Background: an optimization exercise with open tools, aiming at small area. Do not read the settings as production practice. Power is estimated from default activity; no workload was simulated.

==> inputs of job 3016 <==
==> flow/design.v <==
module grprp_core (
    input  wire        clk,
    input  wire        por,          
    input  wire        tick,         
    input  wire [7:0]  cmd,          
    output wire [31:0] resp,         
    output reg  [10:0] out,          
    output reg  [2:0]  fault_code    
);
    localparam [2:0] OP_CLK_INIT  = 3'd1;
    localparam [2:0] OP_TICK_EN   = 3'd2;
    localparam [2:0] OP_CLK_TICK  = 3'd3;
    localparam [2:0] OP_CLK_NOW   = 3'd4;
    localparam [2:0] OP_CTRL_INIT = 3'd5;
    localparam [2:0] OP_POLL      = 3'd6;
    localparam [2:0] OP_RSV       = 3'd7;
    localparam [2:0] F_NONE          = 3'd0;
    localparam [2:0] F_CLOCK_UNINIT  = 3'd1;
    localparam [2:0] F_CLOCK_REINIT  = 3'd2;
    localparam [2:0] F_CTRL_UNINIT   = 3'd3;
    localparam [2:0] F_CTRL_REINIT   = 3'd4;
    localparam [2:0] F_RESERVED_OP   = 3'd5;
    localparam [2:0] F_RESERVED_BITS = 3'd6;
    localparam [4:0] S0 = 5'd0;
    localparam [4:0] S1 = 5'd1;
    localparam [4:0] S2 = 5'd2;
    localparam [4:0] S3 = 5'd3;
    localparam [4:0] S4 = 5'd4;
    localparam [4:0] S5 = 5'd5;
    localparam [4:0] S6 = 5'd6;
    localparam [4:0] S7 = 5'd7;
    localparam [4:0] S8 = 5'd8;
    localparam [4:0] S9 = 5'd9;
    localparam [4:0] S10 = 5'd10;
    localparam [4:0] S11 = 5'd11;
    localparam [4:0] S12 = 5'd12;
    localparam [4:0] S13 = 5'd13;
    localparam [4:0] S14 = 5'd14;
    localparam [4:0] S15 = 5'd15;
    localparam [4:0] S16 = 5'd16;
    localparam [4:0] S17 = 5'd17;
    localparam [4:0] S18 = 5'd18;
    localparam [4:0] S19 = 5'd19;
    localparam [4:0] S20 = 5'd20;
    localparam [4:0] S21 = 5'd21;
    localparam [4:0] S22 = 5'd22;
    localparam [4:0] S23 = 5'd23;
    localparam [4:0] S24 = 5'd24;
    localparam [4:0] S_UNCLK  = 5'd31;    
    localparam [4:0] S_CLKRDY = 5'd30;    
    reg [31:0] mil;        
    reg [1:0]  pn;         
    reg        pc;         
    reg [9:0]  frac;       
    reg [31:0] el;         
    reg [4:0]  state;      
    reg        tick_en;
    reg        stopping;
    reg        was_poll;   
    reg        trans;      
    wire clk_rdy = (state != S_UNCLK);
    wire ctl_rdy = (state != S_UNCLK) && (state != S_CLKRDY);
    wire [2:0] op       = cmd[2:0];
    wire       halted   = (fault_code != F_NONE);
    wire       rsv_bits = (op == OP_POLL) ? (cmd[7:5] != 3'b000) : (cmd[7:3] != 5'b00000);
    reg  [2:0] cmd_fault;
    always @(*) begin
        cmd_fault = F_NONE;
        case (op)
            OP_RSV: cmd_fault = F_RESERVED_OP;
            OP_CLK_INIT: begin
                if (rsv_bits)     cmd_fault = F_RESERVED_BITS;
                else if (clk_rdy) cmd_fault = F_CLOCK_REINIT;
            end
            OP_TICK_EN, OP_CLK_NOW: begin
                if (rsv_bits)      cmd_fault = F_RESERVED_BITS;
                else if (!clk_rdy) cmd_fault = F_CLOCK_UNINIT;
            end
            OP_CLK_TICK: begin
                if (rsv_bits) cmd_fault = F_RESERVED_BITS;
            end
            OP_CTRL_INIT: begin
                if (rsv_bits)      cmd_fault = F_RESERVED_BITS;
                else if (!clk_rdy) cmd_fault = F_CLOCK_UNINIT;
                else if (ctl_rdy)  cmd_fault = F_CTRL_REINIT;
            end
            OP_POLL: begin
                if (rsv_bits)      cmd_fault = F_RESERVED_BITS;
                else if (!clk_rdy) cmd_fault = F_CLOCK_UNINIT;
                else if (!ctl_rdy) cmd_fault = F_CTRL_UNINIT;
            end
            default: ;
        endcase
    end
    wire do_cmd       = !halted && (cmd_fault == F_NONE);
    wire do_clk_init  = do_cmd && (op == OP_CLK_INIT);
    wire do_tick_en   = do_cmd && (op == OP_TICK_EN);
    wire do_cmd_tick  = do_cmd && (op == OP_CLK_TICK);
    wire do_ctrl_init = do_cmd && (op == OP_CTRL_INIT);
    wire do_poll      = do_cmd && (op == OP_POLL);
    wire ticks_on   = !halted && clk_rdy && tick_en;
    wire take_strb  = ticks_on && tick;
    wire take_ctick = ticks_on && do_cmd_tick;
    wire [1:0] n    = {take_strb && take_ctick, take_strb ^ take_ctick};
    wire c          = n[1] ? (frac >= 10'd754) : (n[0] && frac >= 10'd877);
    wire [9:0] frac_n = frac + (n[1] ? 10'd246 : n[0] ? 10'd123 : 10'd0) + (c ? 10'd24 : 10'd0);
    wire [31:0] mil_inc;
    wire [32:0] mcy;
    assign mcy[0] = pc;
    genvar gi;
    generate
        for (gi = 0; gi < 32; gi = gi + 1) begin : g_mil
            if (gi == 18 || gi == 19) begin : g_fa
                assign mil_inc[gi] = mil[gi] ^ pn[gi-18] ^ mcy[gi];
                assign mcy[gi+1]   = (mil[gi] & pn[gi-18]) | (mcy[gi] & (mil[gi] ^ pn[gi-18]));
            end else begin : g_ha
                assign mil_inc[gi] = mil[gi] ^ mcy[gi];
                assign mcy[gi+1]   = mil[gi] & mcy[gi];
            end
        end
    endgenerate
    wire [31:0] epre;                      
    assign epre[0]  = 1'b1;
    assign epre[18] = 1'b0;                
    assign epre[19] = 1'b0;                
    assign epre[20] = 1'b1;
    generate
        for (gi = 1; gi < 32; gi = gi + 1) begin : g_epre
            if (gi < 18 || gi > 20) begin : g_p
                assign epre[gi] = epre[gi-1] & el[gi-1];
            end
        end
    endgenerate
    wire       eco  = c & epre[17] & el[17];                   
    wire [1:0] em   = {n[1] | (n[0] & eco), n[0] ^ eco};       
    wire       ec19 = el[18] & em[0];
    wire       ec20 = (el[19] & em[1]) | (ec19 & (el[19] ^ em[1]));
    wire [31:0] el_inc;
    generate
        for (gi = 0; gi < 32; gi = gi + 1) begin : g_el
            if (gi < 18) begin : g_lo
                assign el_inc[gi] = el[gi] ^ (c & epre[gi]);
            end else if (gi == 18) begin : g_18
                assign el_inc[gi] = el[gi] ^ em[0];
            end else if (gi == 19) begin : g_19
                assign el_inc[gi] = el[gi] ^ em[1] ^ ec19;
            end else begin : g_hi
                assign el_inc[gi] = el[gi] ^ (ec20 & epre[gi]);
            end
        end
    endgenerate
    wire ge_drain = (el >= 32'd2_500_000);      
    wire ge_lock  = (el >= 32'd1_048_576);      
    wire ge_sep   = (el >= 32'd786_432);        
    wire ge_water = (el >= 32'd1_600_000);      
    wire ge_heat  = (el >= 32'h0C00_0000);      
    wire ge_hmix  = (el >= 32'd1_300_000);      
    wire ge_mix   = (el >= 32'd1_300_001);      
    wire ge_rinse = (el >= 32'd1_835_010);      
    wire ge_blend = (el >= 32'd2_359_297);      
    wire starting = cmd[3];
    wire sp       = stopping | !cmd[4];
    reg        has_next;
    reg [4:0]  next_state;
    always @(*) begin
        has_next   = 1'b0;
        next_state = state;
        case (state)
            S0: if (ge_drain) begin has_next = 1'b1; next_state = S1; end
            S1: if (starting) begin has_next = 1'b1; next_state = S2; end
            S2: if (!starting) begin has_next = 1'b1; next_state = S3; end
                   else if (ge_lock) begin has_next = 1'b1; next_state = S4; end
            S3: if (ge_lock) begin has_next = 1'b1; next_state = S1; end
            S4: if (ge_sep) begin has_next = 1'b1; next_state = S5; end
            S5: if (ge_water) begin has_next = 1'b1; next_state = S6; end
            S6: if (ge_sep) begin has_next = 1'b1; next_state = S7; end
            S7: if (sp) begin has_next = 1'b1; next_state = S11; end
                   else if (ge_water) begin has_next = 1'b1; next_state = S8; end
            S8: if (sp) begin has_next = 1'b1; next_state = S11; end
                   else if (ge_heat) begin has_next = 1'b1; next_state = S9; end
            S9: if (sp) begin has_next = 1'b1; next_state = S11; end
                   else if (ge_hmix) begin has_next = 1'b1; next_state = S10; end
            S10: if (sp || ge_mix) begin has_next = 1'b1; next_state = S11; end
            S11: if (ge_drain) begin has_next = 1'b1; next_state = sp ? S22 : S12; end
            S12: if (sp || ge_rinse) begin has_next = 1'b1; next_state = S13; end
            S13: if (ge_drain) begin has_next = 1'b1; next_state = sp ? S22 : S14; end
            S14: if (ge_sep) begin has_next = 1'b1; next_state = S15; end
            S15: begin has_next = 1'b1; next_state = S16; end
            S16: if (ge_sep) begin has_next = 1'b1; next_state = S17; end
            S17: if (ge_blend) begin has_next = 1'b1; next_state = S18; end
            S18: if (ge_drain) begin has_next = 1'b1; next_state = S19; end
            S19: if (ge_sep) begin has_next = 1'b1; next_state = S20; end
            S20: if (ge_water) begin has_next = 1'b1; next_state = S21; end
            S21: if (ge_sep) begin has_next = 1'b1; next_state = S22; end
            S22: if (starting) begin has_next = 1'b1; next_state = S23; end
            S23: if (!starting) begin has_next = 1'b1; next_state = S24; end
                   else if (ge_lock) begin has_next = 1'b1; next_state = S7; end
            S24: if (ge_lock) begin has_next = 1'b1; next_state = S22; end
            default: ;
        endcase
    end
    wire next_is_idle = (next_state == S22) || (next_state == S1);
    wire do_trans     = do_poll && has_next;
    always @(*) begin
        out[0] = (state == S0) || (state == S18);
        out[1] = (state == S0) || (state == S11) || (state == S13);
        out[2] = (state == S17);
        out[3] = (state == S8) || (state == S9);
        out[4] = (state == S9) || (state == S10);
        out[5] = (state == S4) || (state == S6) || (state == S14) || (state == S16) || (state == S19) || (state == S21);
        out[6] = (state == S4) || (state == S14) || (state == S19);
        out[7] = (state == S2) || (state == S3) || (state == S23) || (state == S24);
        out[8] = (state == S2) || (state == S23);
        out[9] = (state == S5) || (state == S7) || (state == S12) || (state == S20);
        out[10] = (state == S1) || (state == S22);
    end
    assign resp = was_poll ? {31'd0, trans} : mil;
    always @(posedge clk) begin
        if (por) begin
            tick_en    <= 1'b0;
            state      <= S_UNCLK;
            fault_code <= F_NONE;
        end else if (!halted) begin
            if (cmd_fault != F_NONE)
                fault_code <= cmd_fault;
            if (do_tick_en)
                tick_en <= 1'b1;
            if (do_clk_init)
                state <= S_CLKRDY;
            if (do_ctrl_init)
                state <= S0;
            if (do_trans)
                state <= next_state;
        end
    end
    always @(posedge clk) begin
        was_poll <= cmd[1];
        trans    <= has_next;
        pn       <= n;
        pc       <= c;
        if (do_clk_init) begin
            mil  <= 32'd0;
            frac <= 10'd0;
        end else begin
            mil  <= mil_inc;
            frac <= frac_n;
        end
        if (do_ctrl_init || do_trans)
            el <= {12'd0, n, 17'd0, c};
        else
            el <= el_inc;
        if (do_ctrl_init)
            stopping <= 1'b0;
        else if (do_poll)
            stopping <= (do_trans && next_is_idle) ? 1'b0 : sp;
    end
endmodule
==> flow/run.sh <==
#!/bin/bash
# synth_recipe.tcl (not shown) runs the flow's synth.tcl, then flattens the netlist and writes it again
# the make line also repeats each setting of config.mk as NAME=value (left out here)
make -C /OpenROAD-flow-scripts/flow DESIGN_CONFIG=/design/flow/config.mk WORK_HOME=/design/flow/orfs CLKGATE_MAP_FILE= SYNTH_SCRIPT=/design/flow/synth_recipe.tcl finish
==> flow/config.mk <==
export PLATFORM = sky130hd
export DESIGN_NAME = grprp_core
export DESIGN_NICKNAME = grprp_core
export VERILOG_FILES = /design/flow/design.v
export SDC_FILE = /design/flow/constraint.sdc
export NUM_CORES = 4
export LEC_CHECK = 0
export CAP_MARGIN = 20
export CORE_MARGIN = 2
export CORE_UTILIZATION = 40
export SLEW_MARGIN = 20
==> flow/constraint.sdc <==
create_clock -name core_clock -period 6.5 [get_ports {clk}]
set_input_delay 1.3000 -clock core_clock [delete_from_list [all_inputs] [get_ports {clk}]]
set_output_delay 1.3000 -clock core_clock [all_outputs]
set_load 0.01 [all_outputs]
==> job 6328: changes against job 3016 <==
--- a/flow/design.v
+++ b/flow/design.v
@@ -49,8 +49,11 @@
     localparam [4:0] S_UNCLK  = 5'd31;    
     localparam [4:0] S_CLKRDY = 5'd30;    
-    reg [31:0] mil;        
+    reg [31:0] mil_n;      
+    wire [31:0] mil = ~mil_n;
     reg [1:0]  pn;         
     reg        pc;         
-    reg [9:0]  frac;       
+    reg [3:0]  fq;         
+    reg [2:0]  fh;
+    reg [3:0]  fl;
     reg [31:0] el;         
     reg [4:0]  state;      
@@ -103,6 +106,8 @@
     wire take_ctick = ticks_on && do_cmd_tick;
     wire [1:0] n    = {take_strb && take_ctick, take_strb ^ take_ctick};
-    wire c          = n[1] ? (frac >= 10'd754) : (n[0] && frac >= 10'd877);
-    wire [9:0] frac_n = frac + (n[1] ? 10'd246 : n[0] ? 10'd123 : 10'd0) + (c ? 10'd24 : 10'd0);
+    wire [3:0] fs  = fq + {2'b00, n};
+    wire       fhz = (fh == 3'd0);
+    wire       c   = (n != 2'b00) && ((fs >= 4'd9) || (fs == 4'd8 && !fhz));
+    wire [3:0] fqc = fs - 4'd8 - {3'b000, fhz};
     wire [31:0] mil_inc;
     wire [32:0] mcy;
@@ -215,5 +220,5 @@
         out[10] = (state == S1) || (state == S22);
     end
-    assign resp = was_poll ? {31'd0, trans} : mil;
+    assign resp = {~(mil_n[31:1] | {31{was_poll}}), was_poll ? trans : mil[0]};
     always @(posedge clk) begin
         if (por) begin
@@ -240,9 +245,21 @@
         pc       <= c;
         if (do_clk_init) begin
-            mil  <= 32'd0;
-            frac <= 10'd0;
+            mil_n <= 32'hFFFF_FFFF;
+            fq    <= 4'd0;
+            fh    <= 3'd0;
+            fl    <= 4'd0;
         end else begin
-            mil  <= mil_inc;
-            frac <= frac_n;
+            mil_n <= ~mil_inc;
+            if (c) begin
+                fq <= fqc;
+                if (!fhz) begin
+                    fh <= fh - 3'd1;
+                end else begin
+                    fh <= (fl >= 4'd5) ? 3'd7 : 3'd6;
+                    fl <= fl + 4'd11;
+                end
+            end else begin
+                fq <= fs;
+            end
         end
         if (do_ctrl_init || do_trans)
==> comparison table <==
| quantity | job 6328 | job 3016 |
|---|---|---|
| Result of the run | complete, but fails checks | timing/DRC/antenna clean |
| Violated checks | setup timing | - |
| Design Power | 1240 µW | 1130 µW |
| Number of vias per cell | 5.41 | 5.52 |
| Total via count in the routed design | 5,405 | 5,196 |
| All-layer global routing usage | 0.192 | 0.192 |
| Max stage delay cell, worst path | sky130_fd_sc_hd__fa_1 | sky130_fd_sc_hd__fa_2 |
| Setup repair bufs after CTS | 11 | 0 |
| Combinational power | 110 µW | 73.4 µW |
| Final-report setup violation count | 9 | 0 |
| Placed standard-cell area | 6800 µm² | 6770 µm² |
| Layout overhead on the synthesized area | 26.2% | 20.7% |
| Combined flip-flop and latch cell area | 1800 µm² | 1780 µm² |
| Minimum setup slack after placement | -1.22 ns | -0.318 ns |
| Final non-filler cell area | 7430 µm² | 7220 µm² |
| First-pass GRT wire length | 24,700 µm | 25,100 µm |
| Count of state elements after synthesis | 90 | 89 |
| Adder-cell area share of the yosys netlist | 0.116 | 0.126 |
| P_int | 930 µW | 858 µW |
| Worst endpoint required time | 6.73 ns | 6.72 ns |
| Initial Util | 0.406 | 0.410 |
| Type of the setup path with the least slack | in2reg | reg2reg |
| Non-clock buffers | 106 | 87 |
| Post-route non-filler standard cell count | 999 | 941 |
| Pin count of the biggest net entering global routing | 38 | 43 |
| Transition time at the pin with the least slew margin | 0.991 ns | 0.597 ns |
No functional check of the RTL was part of any run of this note.

-- what the ideal ports hide --
The results above use ideal ports. As a check the final layouts listed here were re-extracted and re-timed, cells and wires unchanged.
Step 1: set_driving_cell puts a clkbuf_16 on clk and a buf_2 on each other input, an assumption about the parent block.
Step 2 times the ports against the registers' clock, not the clock port: input delays grow and output delays shrink by t, the midpoint of the rising clock arrivals with the driver on.
a / b / c = ideal / step 1 / step 2; a / b = the first two.
run	t, ns	setup slack, ns	worst data-port slew with drivers (ns)
job 3016	0.381	0.261 / 0.261 / -0.042	0.04
job 6328	0.386	-0.443 / -0.435 / -0.821	0.04
Met with ideal ports but missed after step 2: setup timing in job 3016. For job 6328, which loses most, drivers alone change the setup slack by +0.008 ns; drivers and shift together by -0.378 ns.
